This design comes from an exercise in tuning for small area, a short achievable clock period and few clock cycles on the open sky130 flow, not from production work. Where RTL was checked, it was by simulation tests only, not by an equivalence proof against the original. Only the layout flow was run in run 2; the RTL was not checked for function there. Power figures rest on the tool's default switching activity, not on a simulated workload.

--- flow/design.v ---
module rle_line_enc (
    input  wire        clk,
    input  wire        rst,
    input  wire        cfg_valid,
    output wire        cfg_ready,
    input  wire [15:0] cfg_width,     
    input  wire        cfg_b16,       
    input  wire        s_valid,
    output wire        s_ready,
    input  wire [15:0] s_data,
    output wire        m_valid,
    input  wire        m_ready,
    output wire [15:0] m_data,
    output wire        m_last,
    output wire [17:0] m_len
);
    localparam integer N = 129;           
    localparam integer K = 16;            
    reg [15:0] in_left;
    reg        dec;
    reg        il_zero, il_one, il_two, il_three;    
    wire       e_zero = dec ? il_one   : il_zero;
    wire       e_one  = dec ? il_two   : il_one;
    wire       e_two  = dec ? il_three : il_two;
    reg        pend;                      
    reg        b16_cur, b16_old;
    reg        cfg_rdy;                   
    reg        cfg_busy;                  
    assign cfg_ready = cfg_rdy;
    wire cfg_hs = cfg_valid && !cfg_busy;
    reg        s_rdy;                     
    reg        jv;                        
    reg        jlast, jb16;               
    reg [15:0] jdata;
    reg        iv, ilast, ib16;           
    reg [15:0] idata;
    reg        av, alast, ab16;           
    reg [15:0] adata;
    reg        eqr;                       
    assign s_ready = s_rdy;
    wire acc = s_valid && !jv;
    wire        fire;
    wire        advance = !av || fire;
    wire        i_free  = !iv || advance;
    wire        new_b16  = pend ? b16_old : b16_cur;
    wire        new_last = pend || e_one;
    wire [15:0] new_data = new_b16 ? s_data : {8'h00, s_data[7:0]};
    wire        xv    = jv || acc;
    wire [15:0] xdata = jv ? jdata : new_data;
    wire        xlast = jv ? jlast : new_last;
    wire        xb16  = jv ? jb16  : new_b16;
    wire        eq_ix = (idata == xdata);
    wire        eq_ax = (adata == xdata);
    localparam [1:0] P_NONE = 2'd0, P_REP = 2'd1, P_LIT = 2'd2;
    reg [1:0] pst;
    reg [6:0] pcnt;
    reg       c126;                       
    wire       eq   = eqr && !alast;
    wire [6:0] cnt1 = pcnt + 7'd1;
    wire p_none = (pst == P_NONE);
    wire p_rep  = (pst == P_REP);
    wire p_lit  = (pst == P_LIT);
    wire lit_start = p_none && !eq;                     
    wire rep_last  = p_rep && !(eq && !c126);           
    wire slots1    = p_lit && !eq;                      
    wire close     = p_lit && (eq || c126 || alast);    
    wire [6:0] close_len = eq ? pcnt : cnt1;
    wire lit_open  = lit_start && !alast;               
    wire [15:0] hdr_word = p_none ? {1'b1, !alast, alast, ab16, 4'b0000, 1'b1, 7'd1}
                                  : {1'b1, 1'b0,   alast, ab16, 4'b0000, 1'b0, cnt1};
    reg [7:0] np;                         
    reg       np1, np2, np3, npge2, npge3;
    reg [2:0] fh;                         
    reg [4:0] hp;                         
    reg       hp_far;                     
    wire okL = npge2 && fh[1] && fh[0];
    wire okR = npge3 ? (fh[2] && fh[1]) : (np2 && fh[1] && fh[0]);
    wire ok1 = (np1 && fh[0]) || (np2 && fh[1]) || (np3 && fh[2]);
    reg [7:0] fq0, fq1, fq2, fq3;         
    reg [2:0] fwp, frp;                   
    wire      fempty = (fwp == frp);
    wire      ffull  = (fwp == {~frp[2], frp[1:0]});
    wire fifo_ok = !(close && hp_far && ffull);
    wire wr_ok   = (!lit_start || okL) && (!rep_last || okR) && (!slots1 || ok1);
    assign fire = av && (alast || iv) && wr_ok && fifo_ok;
    wire doL   = fire && lit_start;
    wire doR   = fire && rep_last;
    wire do1   = fire && slots1;
    wire dpush = fire && close && hp_far;
    wire dpat  = fire && close && !hp_far;
    wire selB1 = doL || (doR && !npge3) || (do1 && np1);
    wire selA2 = doL || (doR && !npge3);
    wire selB2 = (doR && npge3) || (do1 && np2);
    wire selA3 = doR && npge3;
    wire selB3 = do1 && np3;
    reg  [16*N-1:0] ring;
    wire [15:0] S = ring[16*N-1 -: 16];
    reg [6:0]  rcnt;                      
    reg        hdr_mode, rcnt1, rcnt2;    
    reg        rlastpkt, rb16;
    reg [7:0]  skip;                      
    reg        in_skip;                   
    reg        flushing;                  
    reg        ov, olast;                 
    reg        oe;                        
    reg [15:0] od;
    reg [17:0] olen;
    reg        hlast;                     
    reg [15:0] hd;                        
    reg [17:0] hlen;                      
    assign m_valid = ov;
    assign m_data  = od;
    assign m_last  = olast;
    assign m_len   = olen;
    wire [7:0] fhead = (frp[1:0] == 2'd0) ? fq0 : (frp[1:0] == 2'd1) ? fq1 : (frp[1:0] == 2'd2) ? fq2 : fq3;
    wire can_out = oe || m_ready;
    wire hdr_ok  = S[15] && (!S[14] || !fempty);
    wire consume = !in_skip && can_out && (!hdr_mode || hdr_ok);
    wire miss    = !in_skip && !consume && (!hdr_mode || S[15]);
    wire skip_free = ({1'b0, np} + {1'b0, skip} < N);
    wire freeS   = flushing || consume || (in_skip ? skip_free : (hdr_mode && !S[15]));
    wire pop     = consume && hdr_mode && S[14];
    wire [7:0] h_ctrl = S[14] ? {1'b1, fhead[6:0]} : S[7:0];
    wire       h_last = S[14] ? fhead[7] : S[13];
    wire       e_b16  = hdr_mode ? S[12] : rb16;
    wire [6:0] h_cnt  = h_ctrl[7] ? h_ctrl[6:0] : 7'd1;
    wire [15:0] od_n    = hdr_mode ? {8'h00, h_ctrl} : S;
    wire [17:0] olen_n  = (hlast ? 18'd0 : hlen) + (e_b16 ? 18'd2 : 18'd1);
    wire        olast_n = !hdr_mode && rlastpkt && rcnt1;
    integer k;
    reg [16*N-1:0] ring_n;
    always @(*) begin
        ring_n = {ring[16*N-17:0], 16'h0000};
        ring_n[15:0] = {S[15] && !freeS && !rst, S[14:0]};
        for (k = 1; k <= K; k = k + 1) begin
            if (dpat && hp == k - 1) begin
                ring_n[16*k + 14] = 1'b0;
                ring_n[16*k + 13] = alast;
                ring_n[16*k +: 7] = close_len;
            end
        end
        if (selB1) ring_n[16*1 +: 16] = adata;
        if (selA2) ring_n[16*2 +: 16] = hdr_word;
        if (selB2) ring_n[16*2 +: 16] = adata;
        if (selA3) ring_n[16*3 +: 16] = hdr_word;
        if (selB3) ring_n[16*3 +: 16] = adata;
    end
    always @(posedge clk) ring <= ring_n;
    always @(posedge clk) begin
        if (i_free) begin
            idata <= xdata;
            ilast <= xlast;
            ib16  <= xb16;
            eqr   <= advance ? eq_ix : eq_ax;
        end else if (acc) begin
            jdata <= new_data;
            jlast <= new_last;
            jb16  <= new_b16;
        end
        if (advance) begin
            adata <= idata;
            alast <= ilast;
            ab16  <= ib16;
        end
        if (dpush) begin
            case (fwp[1:0])
                2'd0: fq0 <= {alast, close_len};
                2'd1: fq1 <= {alast, close_len};
                2'd2: fq2 <= {alast, close_len};
                default: fq3 <= {alast, close_len};
            endcase
        end
        if (consume && hdr_mode) begin
            rb16     <= S[12];
            rlastpkt <= h_last;
        end
    end
    always @(posedge clk) begin
        od    <= can_out ? od_n    : hd;
        olen  <= can_out ? olen_n  : hlen;
        olast <= can_out ? olast_n : hlast;
    end
    reg  [7:0] np_n;
    reg  [7:0] skip_n;
    reg  [6:0] rcnt_n;
    reg  [6:0] pcnt_n;
    always @(*) begin
        if (doL)
            np_n = 8'd1;
        else if (doR)
            np_n = npge3 ? 8'd2 : 8'd1;
        else if (do1)
            np_n = np;
        else
            np_n = (np == N - 1) ? 8'd0 : np + 8'd1;
        if (in_skip)   skip_n = skip - 8'd1;
        else if (miss) skip_n = N - 1;
        else           skip_n = 8'd0;
        rcnt_n = rcnt;
        if (consume) rcnt_n = hdr_mode ? h_cnt : rcnt - 7'd1;
        pcnt_n = pcnt;
        if (fire) begin
            if (p_none || (p_lit && eq)) pcnt_n = 7'd1;
            else                         pcnt_n = cnt1;
        end
    end
    always @(posedge clk) begin
        if (rst) begin
            in_left  <= 16'd0;
            dec      <= 1'b0;
            il_zero  <= 1'b1;
            il_one   <= 1'b0;
            il_two   <= 1'b0;
            il_three <= 1'b0;
            pend     <= 1'b0;
            b16_cur  <= 1'b0;
            b16_old  <= 1'b0;
            cfg_rdy  <= 1'b1;
            cfg_busy <= 1'b0;
            s_rdy    <= 1'b1;
            jv       <= 1'b0;
            iv       <= 1'b0;
            av       <= 1'b0;
            pst      <= P_NONE;
            pcnt     <= 7'd0;
            c126     <= 1'b0;
            np       <= 8'd1;
            np1      <= 1'b1;
            np2      <= 1'b0;
            np3      <= 1'b0;
            npge2    <= 1'b0;
            npge3    <= 1'b0;
            fh       <= 3'b111;
            hp       <= K[4:0];
            hp_far   <= 1'b1;
            fwp      <= 3'd0;
            frp      <= 3'd0;
            rcnt     <= 7'd0;
            hdr_mode <= 1'b1;
            rcnt1    <= 1'b0;
            rcnt2    <= 1'b0;
            skip     <= N - 1;
            in_skip  <= 1'b1;
            flushing <= 1'b1;
            ov       <= 1'b0;
            oe       <= 1'b1;
            hlast    <= 1'b1;
        end else begin
            if (cfg_hs) begin
                b16_cur  <= cfg_b16;
                in_left  <= cfg_width;
                dec      <= 1'b0;
                il_zero  <= (cfg_width == 16'd0);
                il_one   <= (cfg_width == 16'd1);
                il_two   <= (cfg_width == 16'd2);
                il_three <= (cfg_width == 16'd3);
                if (e_one && !acc) begin
                    pend    <= 1'b1;
                    b16_old <= b16_cur;
                end
                cfg_rdy  <= !(e_one && !acc) && (cfg_width == 16'd1);
                cfg_busy <= !(!(e_one && !acc) && (cfg_width == 16'd1));
            end else begin
                if (dec) begin
                    in_left  <= in_left - 16'd1;
                    il_zero  <= il_one;
                    il_one   <= il_two;
                    il_two   <= il_three;
                    il_three <= (in_left == 16'd4);
                end
                dec <= acc && !pend;
                cfg_rdy  <= !(pend && !acc) &&
                            ((acc && !pend) ? (e_one || e_two) : (e_one || e_zero));
                cfg_busy <= !(!(pend && !acc) &&
                              ((acc && !pend) ? (e_one || e_two) : (e_one || e_zero)));
            end
            if (acc && pend)
                pend <= 1'b0;
            if (i_free)
                iv    <= xv;
            if (i_free) begin
                s_rdy <= 1'b1;
                jv    <= 1'b0;
            end else if (acc) begin
                s_rdy <= 1'b0;
                jv    <= 1'b1;
            end
            if (advance)
                av    <= iv;
            if (fire) begin
                case (pst)
                    P_NONE:  pst <= eq ? P_REP : (alast ? P_NONE : P_LIT);
                    P_REP:   if (rep_last) pst <= P_NONE;
                    default: pst <= eq ? P_REP : ((c126 || alast) ? P_NONE : P_LIT);
                endcase
            end
            pcnt <= pcnt_n;
            c126 <= (pcnt_n == 7'd126);
            np    <= np_n;
            np1   <= (np_n == 8'd1);
            np2   <= (np_n == 8'd2);
            np3   <= (np_n == 8'd3);
            npge2 <= (np_n >= 8'd2);
            npge3 <= (np_n >= 8'd3);
            fh    <= {fh[1:0], freeS};
            if (fire && lit_open) begin
                hp     <= 5'd2;
                hp_far <= 1'b0;
            end else if (!hp_far) begin
                hp     <= hp + 5'd1;
                hp_far <= (hp == K - 1);
            end
            if (dpush)
                fwp <= fwp + 3'd1;
            if (pop)
                frp <= frp + 3'd1;
            skip    <= skip_n;
            in_skip <= (skip_n != 8'd0);
            if (skip == 8'd1) flushing <= 1'b0;
            rcnt     <= rcnt_n;
            if (consume) begin
                hdr_mode <= !hdr_mode && rcnt1;
                rcnt1    <= hdr_mode ? (h_cnt == 7'd1) : rcnt2;
                rcnt2    <= hdr_mode ? (h_cnt == 7'd2) : (rcnt == 7'd3);
            end
            ov <= consume || (!oe && !m_ready);
            oe <= !(consume || (!oe && !m_ready));
            if (consume) begin
                hd    <= od_n;
                hlen  <= olen_n;
                hlast <= olast_n;
            end
        end
    end
endmodule
--- flow/run.sh ---
#!/bin/bash
# synth_recipe.tcl (not shown) runs the flow's synth.tcl, then flattens the netlist and writes it again
# the make line also repeats each setting of config.mk as NAME=value (left out here)
make -C /OpenROAD-flow-scripts/flow DESIGN_CONFIG=/design/flow/config.mk WORK_HOME=/design/flow/orfs CLKGATE_MAP_FILE= SYNTH_SCRIPT=/design/flow/synth_recipe.tcl finish
--- flow/config.mk ---
export PLATFORM = sky130hd
export DESIGN_NAME = rle_line_enc
export DESIGN_NICKNAME = rle_line_enc
export VERILOG_FILES = /design/flow/design.v
export SDC_FILE = /design/flow/constraint.sdc
export NUM_CORES = 4
export LEC_CHECK = 0
export CAP_MARGIN = 20
export CORE_MARGIN = 2
export CORE_UTILIZATION = 45
export CTS_CLUSTER_DIAMETER = 100
export CTS_CLUSTER_SIZE = 30
export PLACE_DENSITY = 0.65
export SETUP_SLACK_MARGIN = 5
export SLEW_MARGIN = 20
--- flow/constraint.sdc ---
create_clock -name core_clock -period 11.0 [get_ports {clk}]
set_input_delay 2.2000 -clock core_clock [delete_from_list [all_inputs] [get_ports {clk}]]
set_output_delay 2.2000 -clock core_clock [all_outputs]
set_load 0.01 [all_outputs]
==> impl_metrics.json, run 1 <==
{
  "p_leak_uw": 0.0236,
  "slew_violations": 0,
  "io_pins": 76,
  "coreArea_um2": 122000,
  "post-route-util_pct": 49.6,
  "cts_tree": "done",
  "dp.cells": 5185,
  "grt_first_pass_wirelength_mm": 117,
  "clockBufferDepth": 3,
  "hold_path_class": "reg -> reg",
  "fp-row-count": 128,
  "critPathMaxStageDelay_ns": 1.00,
  "syn_area_um2": 55400,
  "remaining_drc_errors": 0,
  "tightestPinTransition_ns": 1.01,
  "ys_types": 71,
  "io_buffer_count": 75,
  "async_flop_share_pct": 0,
  "drtIter0Drc": 1454,
  "run_status": "complete, no violations",
  "rsz0062_at_grt": "false",
  "dr_total_vias": 23200,
  "overflow": 0,
  "synth_nets": 3618,
  "yosysSeqAreaShare_pct": 85.8,
  "clock_sinks": 2313,
  "min_period_ns": 4.04,
  "peakVddDrop_mv": 0.154,
  "cp.arrival_ns": 4.41,
  "drtPass1Iterations": 5,
  "mostFrequentLayoutCells": "dfxtp_1 (2190), nand2_1 (204), nor2_1 (158)",
  "die_w_um": 355,
  "grt_use_total_pct": 11.4,
  "syn_to_final_growth_pct": 9.20,
  "syn_avg_cell_area_um2": 15.6,
  "final_area_um2": 60500,
  "critPathCaptureType": "flip-flop",
  "postRouteAntennaNets": 0,
  "synth-seq-cells": 2313,
  "ys_warn_count": 1,
  "finalNetCount": 3724,
  "cp_common_cell": "buf_4",
  "slowest_stage": "edfxtp_1",
  "htreeDepth": 3,
  "wl_mm": 72.0,
  "n_fill_cell": 10300,
  "finalClockSkew_ns": 0.0405,
  "post_cts_buffers": 0,
  "crit_type": "reg -> reg",
  "cts-resized-gates": 0,
  "hold_viol": 0,
  "synth_edf_count": 123,
  "drive_above_1_share_pct": 7.67,
  "die_h_um": 355,
  "cts_hold_buf": 0,
  "via_per_inst": 4.38,
  "routabilityCongestion": 0.840,
  "crit_required_ns": 11.37,
  "cp_num_buf_inv": 2,
  "p_per_area_nw_per_um2": 211,
  "cp_top_family": "simple AND/OR/NAND/NOR gates",
  "grt_pass1_vias": 22400,
  "dpl-instance-area_um2": 58000,
  "clk-insertion-delay-late_ns": 0.73,
  "cp_max_fo": 29,
  "start_util_pct": 45.4,
  "finalNonFillerCells": 5301,
  "post_drt_wl_per_cell_um": 13.6,
  "grt_max_degree": 73,
  "die_area_um2": 126000,
  "finalSetupTns_ns": 0,
  "drv_cap": 0,
  "fin_crit_sh_pct": 36.7,
  "netlist_instances": 3545,
  "antenna_found_initial": 1,
  "antenna_cells": 0,
  "place_hpwl_mm": 42.9,
  "numCtsBuffers": 88,
  "synthFlopType": "dfxtp_1",
  "max_freq_mhz": 247,
  "start_kind": "flip-flop",
  "relSlewSlack_pct": 32.5,
  "clock-root-buffer": "clkbuf_16",
  "final_common_cell": "dfxtp_1",
  "path_cells": "or3_1, nand3_1, o311a_1, a21oi_2, buf_4, nand2_1, nor2_1, buf_4",
  "path_clk_slew_ns": 0.12,
  "setup_viol": 0
}
## flip-flops by register name, summed over array words and instances, names as in the netlist, 16 cells and up
signal,cells
ring,2064
hlen,18
olen,18
adata,16
hd,16
idata,16
in_left,16
jdata,16
od,16
## Yosys cell counts (all sizes together) (6+ instances only)
| cell | n | area, um^2 |
|---|---|---|
| nor2b | 29 | 181 |
| edfxtp | 123 | 3690 |
| nand2b | 15 | 93.8 |
| or2 | 7 | 43.8 |
| and3 | 15 | 93.8 |
| ha | 33 | 413 |
| nand3 | 32 | 160 |
| a211oi | 22 | 170 |
| or3 | 6 | 37.5 |
| xor2 | 26 | 228 |
| buf | 18 | 108 |
| nor3b | 7 | 57.6 |
| a21oi | 65 | 340 |
| and2 | 33 | 206 |
| nor2 | 160 | 601 |
| nor4 | 22 | 144 |
| mux2i | 51 | 510 |
| a22oi | 16 | 120 |
| inv | 42 | 158 |
| mux2 | 146 | 1640 |
| clkbuf | 56 | 211 |
| xnor2 | 41 | 359 |
| dfxtp | 2190 | 43800 |
| o21ai | 64 | 320 |
| a21o | 9 | 68.8 |
| o31ai | 7 | 52.6 |
| nand2 | 209 | 797 |
| nor3 | 32 | 160 |
| nand3b | 6 | 45.0 |
## stage by stage
step / hold slack (ns) / setup WS (ns) / total power [uW]
global route: 0.300 / 6.49 / 13300
floorplan: 0.310 / 6.07 / 9010
finish: 0.305 / 6.96 / 12800
detailed placement: 0.312 / 6.07 / 9110
CTS: 0.306 / 6.86 / 12900
global placement: 0.310 / 6.11 / 9100
## worst reg2reg max path: stages (launching register included)
cell      delay, ns
edfxtp_1       1.00
or3_1          0.26
nand3_1        0.07
o311a_1        0.51
a21oi_2        0.19
buf_4          0.38
nand2_1        0.70
nor2_1         0.28
buf_4          0.30
## routing by layer
metal,wire length [um],vias up,share of wire (%),track usage (%)
met5,0,-,0,0
met3,3960,122,5.5,2.91
met4,1850,0,2.6,3.75
li1,-,11700,-,-
met1,37500,11100,52,17.1
met2,28700,339,40,16.1
## logic make-up after synthesis
family,after synthesis,synth area share (%)
AOI/OAI and AO/OA,230,2.63
xor gates and xnor gates,67,1.06
adders and majority gates,35,0.818
buffers and inverters,116,0.861
DFF,2313,85.8
muxes,197,3.89
and+or+nand+nor,587,4.93
## worst paths after layout
check / start / end / slack, ns / cells past startpoint
max: alast$_DFFE_PN_ / jdata[1]$_DFFE_PP_ / 6.96 / 8
min: ring[139]$_DFF_P_ / ring[155]$_DFF_P_ / 0.30 / 0
max reg2reg: alast$_DFFE_PN_ / jdata[1]$_DFFE_PP_ / 6.96 / 8
min reg2reg: ring[139]$_DFF_P_ / ring[155]$_DFF_P_ / 0.30 / 0
## report_power, final
| group | switching [uW] | total [uW] | internal, uW |
|---|---|---|---|
| clock network | 2340 | 3850 | 1510 |
| logic | 130 | 246 | 116 |
| registers | 74.2 | 8660 | 8590 |
## cell type report
class,count,area (um^2),area share (%)
multi-input cells,1116,7420,12.3
repair buffers,90,878,1.45
flip-flops and latches,2313,47500,78.6
inverters,42,158,0.261
clock inverters,12,194,0.321
well taps,1625,2030,3.36
clock buffers,103,2270,3.75
Testbench counts, summed over its fixed seeds: cycles 73,519.
==> inputs of run 2 (changes only) <==
==> flow/design.v (replaced) <==
module rle_line_enc (
    input  wire        clk,
    input  wire        rst,
    input  wire        cfg_valid,
    output wire        cfg_ready,
    input  wire [15:0] cfg_width,     
    input  wire        cfg_b16,       
    input  wire        s_valid,
    output wire        s_ready,
    input  wire [15:0] s_data,
    output wire        m_valid,
    input  wire        m_ready,
    output wire [15:0] m_data,
    output wire        m_last,
    output wire [17:0] m_len
);
    localparam [2:0] S_IDLE   = 3'd0,
                     S_FILL   = 3'd1,
                     S_DECIDE = 3'd2,
                     S_SCAN   = 3'd3,
                     S_CTRL   = 3'd4,
                     S_DATA   = 3'd5;
    reg [2:0]  state;
    reg        b16;
    reg [15:0] in_left;     
    reg [15:0] x_left;      
    reg [17:0] len;         
    reg [15:0] win [0:127];
    reg [6:0]  head;
    reg [7:0]  cnt;         
    reg        rep;         
    reg [6:0]  n;           
    reg [6:0]  e;           
    wire [6:0] max_n = (x_left < 16'd127) ? x_left[6:0] : 7'd127;
    reg  [6:0] ia;
    always @(*) begin
        case (state)
            S_SCAN:  ia = rep ? (n - 7'd1) : n;
            S_DATA:  ia = e;
            default: ia = 7'd0;
        endcase
    end
    wire [15:0] pa = win[head + ia];
    wire [15:0] pb = win[head + ia + 7'd1];
    wire        same = (pa == pb);
    wire [17:0] bsize = b16 ? 18'd2 : 18'd1;
    wire win_full = (cnt == 8'd128) || (in_left == 16'd0);
    assign cfg_ready = (state == S_IDLE);
    assign s_ready   = (state == S_FILL) && (cnt != 8'd128) && (in_left != 16'd0);
    assign m_valid = (state == S_CTRL) || (state == S_DATA);
    assign m_data  = (state == S_CTRL) ? {8'h00, rep ? 1'b0 : 1'b1, n} : pa;
    wire   pkt_end = (state == S_DATA) && (rep || (e == n - 7'd1));
    assign m_last  = pkt_end && ({9'd0, n} == x_left);
    assign m_len   = len + bsize;
    always @(posedge clk) begin
        if (s_valid && s_ready)
            win[head + cnt[6:0]] <= b16 ? s_data : {8'h00, s_data[7:0]};
    end
    always @(posedge clk) begin
        if (rst) begin
            state   <= S_IDLE;
            b16     <= 1'b0;
            in_left <= 16'd0;
            x_left  <= 16'd0;
            len     <= 18'd0;
            head    <= 7'd0;
            cnt     <= 8'd0;
            rep     <= 1'b0;
            n       <= 7'd1;
            e       <= 7'd0;
        end else begin
            case (state)
                S_IDLE: begin
                    if (cfg_valid) begin
                        b16     <= cfg_b16;
                        in_left <= cfg_width;
                        x_left  <= cfg_width;
                        len     <= 18'd0;
                        head    <= 7'd0;
                        cnt     <= 8'd0;
                        state   <= S_FILL;
                    end
                end
                S_FILL: begin
                    if (s_valid && s_ready) begin
                        cnt     <= cnt + 8'd1;
                        in_left <= in_left - 16'd1;
                    end
                    if (win_full)
                        state <= S_DECIDE;
                end
                S_DECIDE: begin
                    rep   <= (x_left >= 16'd2) && same;
                    n     <= 7'd1;
                    state <= S_SCAN;
                end
                S_SCAN: begin
                    if (rep) begin
                        if (n < max_n && same)
                            n <= n + 7'd1;
                        else
                            state <= S_CTRL;
                    end else begin
                        if (n < max_n && !(({9'd0, n} + 16'd1 < x_left) && same))
                            n <= n + 7'd1;
                        else
                            state <= S_CTRL;
                    end
                end
                S_CTRL: begin
                    if (m_ready) begin
                        len   <= len + bsize;
                        e     <= 7'd0;
                        state <= S_DATA;
                    end
                end
                S_DATA: begin
                    if (m_ready) begin
                        len <= len + bsize;
                        if (pkt_end) begin
                            head   <= head + n;
                            cnt    <= cnt - {1'b0, n};
                            x_left <= x_left - {9'd0, n};
                            state  <= ({9'd0, n} == x_left) ? S_IDLE : S_FILL;
                        end else begin
                            e <= e + 7'd1;
                        end
                    end
                end
                default: state <= S_IDLE;
            endcase
        end
    end
endmodule
--- a/flow/config.mk
+++ b/flow/config.mk
@@ -9,7 +9,4 @@
 export CORE_MARGIN = 2
-export CORE_UTILIZATION = 45
-export CTS_CLUSTER_DIAMETER = 100
-export CTS_CLUSTER_SIZE = 30
-export PLACE_DENSITY = 0.65
-export SETUP_SLACK_MARGIN = 5
+export CORE_UTILIZATION = 30
+export PLACE_DENSITY = 0.55
 export SLEW_MARGIN = 20
==> run 2 against run 1 <==
Net effect: via count grew to 2.6 times the previous value; worst setup slack got worse by 6.4 ns; first-iteration DRC count rose to 6.0 times the previous value; sequential share of layout area decreased by 25 points; synthesized area increased by 86%; critical endpoint is now m_data[8].
==> impl_metrics.json, run 2 <==
{
  "start_util_pct": 30.1,
  "cts-resized-gates": 0,
  "whs_ns": 0.472,
  "grt_use_total_pct": 19.8,
  "drive_above_1_share_pct": 33.3,
  "min_period_ns": 10.40,
  "grt_max_degree": 97,
  "slew_violations": 0,
  "drtPass1Iterations": 6,
  "clock_sinks": 2132,
  "cts_hold_buf": 0,
  "cp-startpoint": "state[2]$_SDFFE_PP0P_",
  "path_clk_slew_ns": 0.07,
  "die_h_um": 590,
  "synth_nets": 5616,
  "multi_input_area_um2": 38600,
  "remaining_drc_errors": 0,
  "finalSetupTns_ns": 0,
  "dr_wl_met2_mm": 164,
  "synthTopCellsByArea": "edfxtp_1 (60%), mux4_2 (25%), mux2i_1 (2.1%), dfxtp_1 (1.6%), nor2_1 (1.2%)",
  "r2r-start": "state[2]$_SDFFE_PP0P_",
  "drv_cap": 0,
  "crit_required_ns": 8.80,
  "met1_length_mm": 137,
  "hold_path_class": "reg -> reg",
  "slowest_stage": "fa_4",
  "coreArea_um2": 342000,
  "grt_pass1_vias": 60100,
  "start_kind": "flip-flop",
  "async_flop_share_pct": 0,
  "finalNetCount": 5762,
  "yosysSeqAreaShare_pct": 61.3,
  "cts_tree": "done",
  "overflow": 0,
  "via_per_inst": 5.91,
  "p_per_area_nw_per_um2": 161,
  "io_buffer_count": 75,
  "antenna_found_initial": 13,
  "die_area_um2": 348000,
  "crit_type": "reg -> out",
  "drtIter0Drc": 8738,
  "cp_top_family": "buffers and inverters",
  "critPathCaptureType": "output pin",
  "fin_crit_sh_pct": 94.6,
  "max_freq_mhz": 96.1,
  "grt_first_pass_wirelength_mm": 486,
  "numCtsBuffers": 224,
  "syn_avg_cell_area_um2": 18.7,
  "post_drt_wl_per_cell_um": 33.8,
  "setup_viol": 0,
  "peakVddDrop_mv": 0.175,
  "p_leak_uw": 0.0360,
  "final_area_um2": 118000,
  "dr_total_vias": 61500,
  "hold_viol": 0,
  "min_from": "len[16]$_SDFFE_PP0P_",
  "io_pins": 76,
  "n_fill_cell": 31800,
  "rsz0062_at_grt": "false",
  "clock-root-buffer": "clkbuf_16",
  "fp-row-count": 215,
  "regArea_um2": 63200,
  "dr.max_layer_used": "met5",
  "postRouteAntennaNets": 0,
  "ys_warn_count": 1,
  "dpl-instance-area_um2": 111000,
  "netlist_instances": 5519,
  "htreeDepth": 4,
  "yosys.area.top_type": "edfxtp_1",
  "run_status": "complete, no violations",
  "place_hpwl_mm": 224,
  "largest_reg_flops": 2048,
  "critPathMaxStageDelay_ns": 1.32,
  "synth_top_cell_area_share_pct": 59.6,
  "path_cells": "nor2b_1, and2_1, buf_4, nand2_1, o21ai_0, ha_4, inv_1, fa_4, buf_12, buf_4, mux4_2, mux4_2, and3_1, a211oi_1, a211oi_1, nor2_1, nor2_1, clkdlybuf4s50_1",
  "post_cts_buffers": 0,
  "clockBufferDepth": 3,
  "synth_edf_count": 2048,
  "routed-wl-met3_mm": 35.2,
  "synthFlopType": "edfxtp_1",
  "ys_top_cells_by_count": "edfxtp_1 (2048), mux4_2 (1161), nor2_1 (343)",
  "synth-seq-cells": 2132,
  "mostFrequentLayoutCells": "edfxtp_1 (2048), mux4_2 (1161), nand2_1 (287)",
  "wl_mm": 352,
  "cp_num_buf_inv": 5,
  "ys_types": 98,
  "yosysMostFrequentCell": "edfxtp_1",
  "cp.arrival_ns": 8.20,
  "syn_to_final_growth_pct": 14.5,
  "routabilityCongestion": 0.914,
  "cp_max_fo": 50,
  "clk-insertion-delay-late_ns": 0.92,
  "finalClockSkew_ns": 0.0586,
  "die_w_um": 590,
  "final_common_cell": "edfxtp_1",
  "syn_area_um2": 103000,
  "tightestPinTransition_ns": 1.25,
  "relSlewSlack_pct": 16.8
}
## run 2: worst paths after layout
check                          to  slack, ns  cells after the start
max reg2reg     n[0]$_SDFFE_PP1P_       1.45                     23
max                     m_data[8]       0.60                     18
min reg2reg  len[16]$_SDFFE_PP0P_       0.47                      2
min          len[16]$_SDFFE_PP0P_       0.47                      2
## run 2: layout make-up
type / instances / area share [%]
Timing Repair Buffer: 325 / 2.69
Antenna cell: 7 / 0.0148
Inverter: 34 / 0.108
Sequential cell: 2132 / 53.5
Tap cell: 4557 / 4.83
Clock inverter: 138 / 1.24
Multi-Input combinational cell: 2948 / 32.7
Clock buffer: 276 / 4.96
## run 2: metrics by stage
stage                     utilization [%]  power, uW  setup slack, ns  cells
after floorplan                         -      10700             2.50   5519
after global placement               32.3      11500             1.68   9989
after CTS                            34.5      19100            0.611  10400
after global routing                 34.5      19600            0.378  10400
after detailed placement             32.3      11500             1.64   9993
final                                34.5      19000            0.596  10400
## run 2: layer usage
layer | global-route usage (%) | up-vias
met5 | 0 | -
met3 | 4.71 | 635
met2 | 31.3 | 3877
met1 | 26.1 | 33200
met4 | 8.29 | 4
li1 | - | 23800
## run 2: logic make-up (layout without fill, tap and decap cells)
kind of cell,Yosys count,in the layout,share of synthesized area [%]
adders and majority gates,59,59,0.760
other,0,7,0
DFF,2132,2132,61.3
muxes,1392,1392,27.6
xor gates and xnor gates,79,79,0.692
and+or+nand+nor,949,949,4.16
buffers and inverters,439,773,2.22
AOI/OAI and AO/OA,469,469,3.28
## run 2: tightest hold or removal path, stage by stage, from the launching register on
cell	delay (ns)
dfxtp_1	0.31
nand3_1	0.06
a21oi_1	0.06
## run 2: power breakdown
group          internal (uW)  switching, uW
sequential              8990           57.7
combinational            972           1350
clock                   4350           3290

-- port drivers added, routing unchanged --
The flow's constraints put no driver on any port. The routed layouts listed below were extracted and timed again, unchanged, in two steps.
Step 1 sets driving cells, clkbuf_16 on the clock port and buf_2 on the other inputs (assumed; they add their load-dependent delay and slew).
Step 2, shift: input delay + t, output delay - t, t = (earliest + latest rising clock arrival at the registers) / 2. This alone moves slack from input paths to output paths.
Three values: ideal, step 1, step 2; two values: the first two.
run | shift t [ns] | setup WS [ns] | clock arrival spread, ns | slew at the worst register clock pin (ns) | worst data-port slew with drivers (ns)
run 1 | 0.770 | 6.959 / 6.959 / 6.373 | 0.047 / 0.047 | 0.12 / 0.12 | 0.04
run 2 | 0.995 | 0.596 / 0.491 / 1.455 | 0.058 / 0.059 | 0.07 / 0.07 | 0.14
After both steps every run listed still meets setup and hold. For run 1, which loses most, drivers alone change the setup slack by 0.000 ns; drivers and shift together by -0.586 ns.
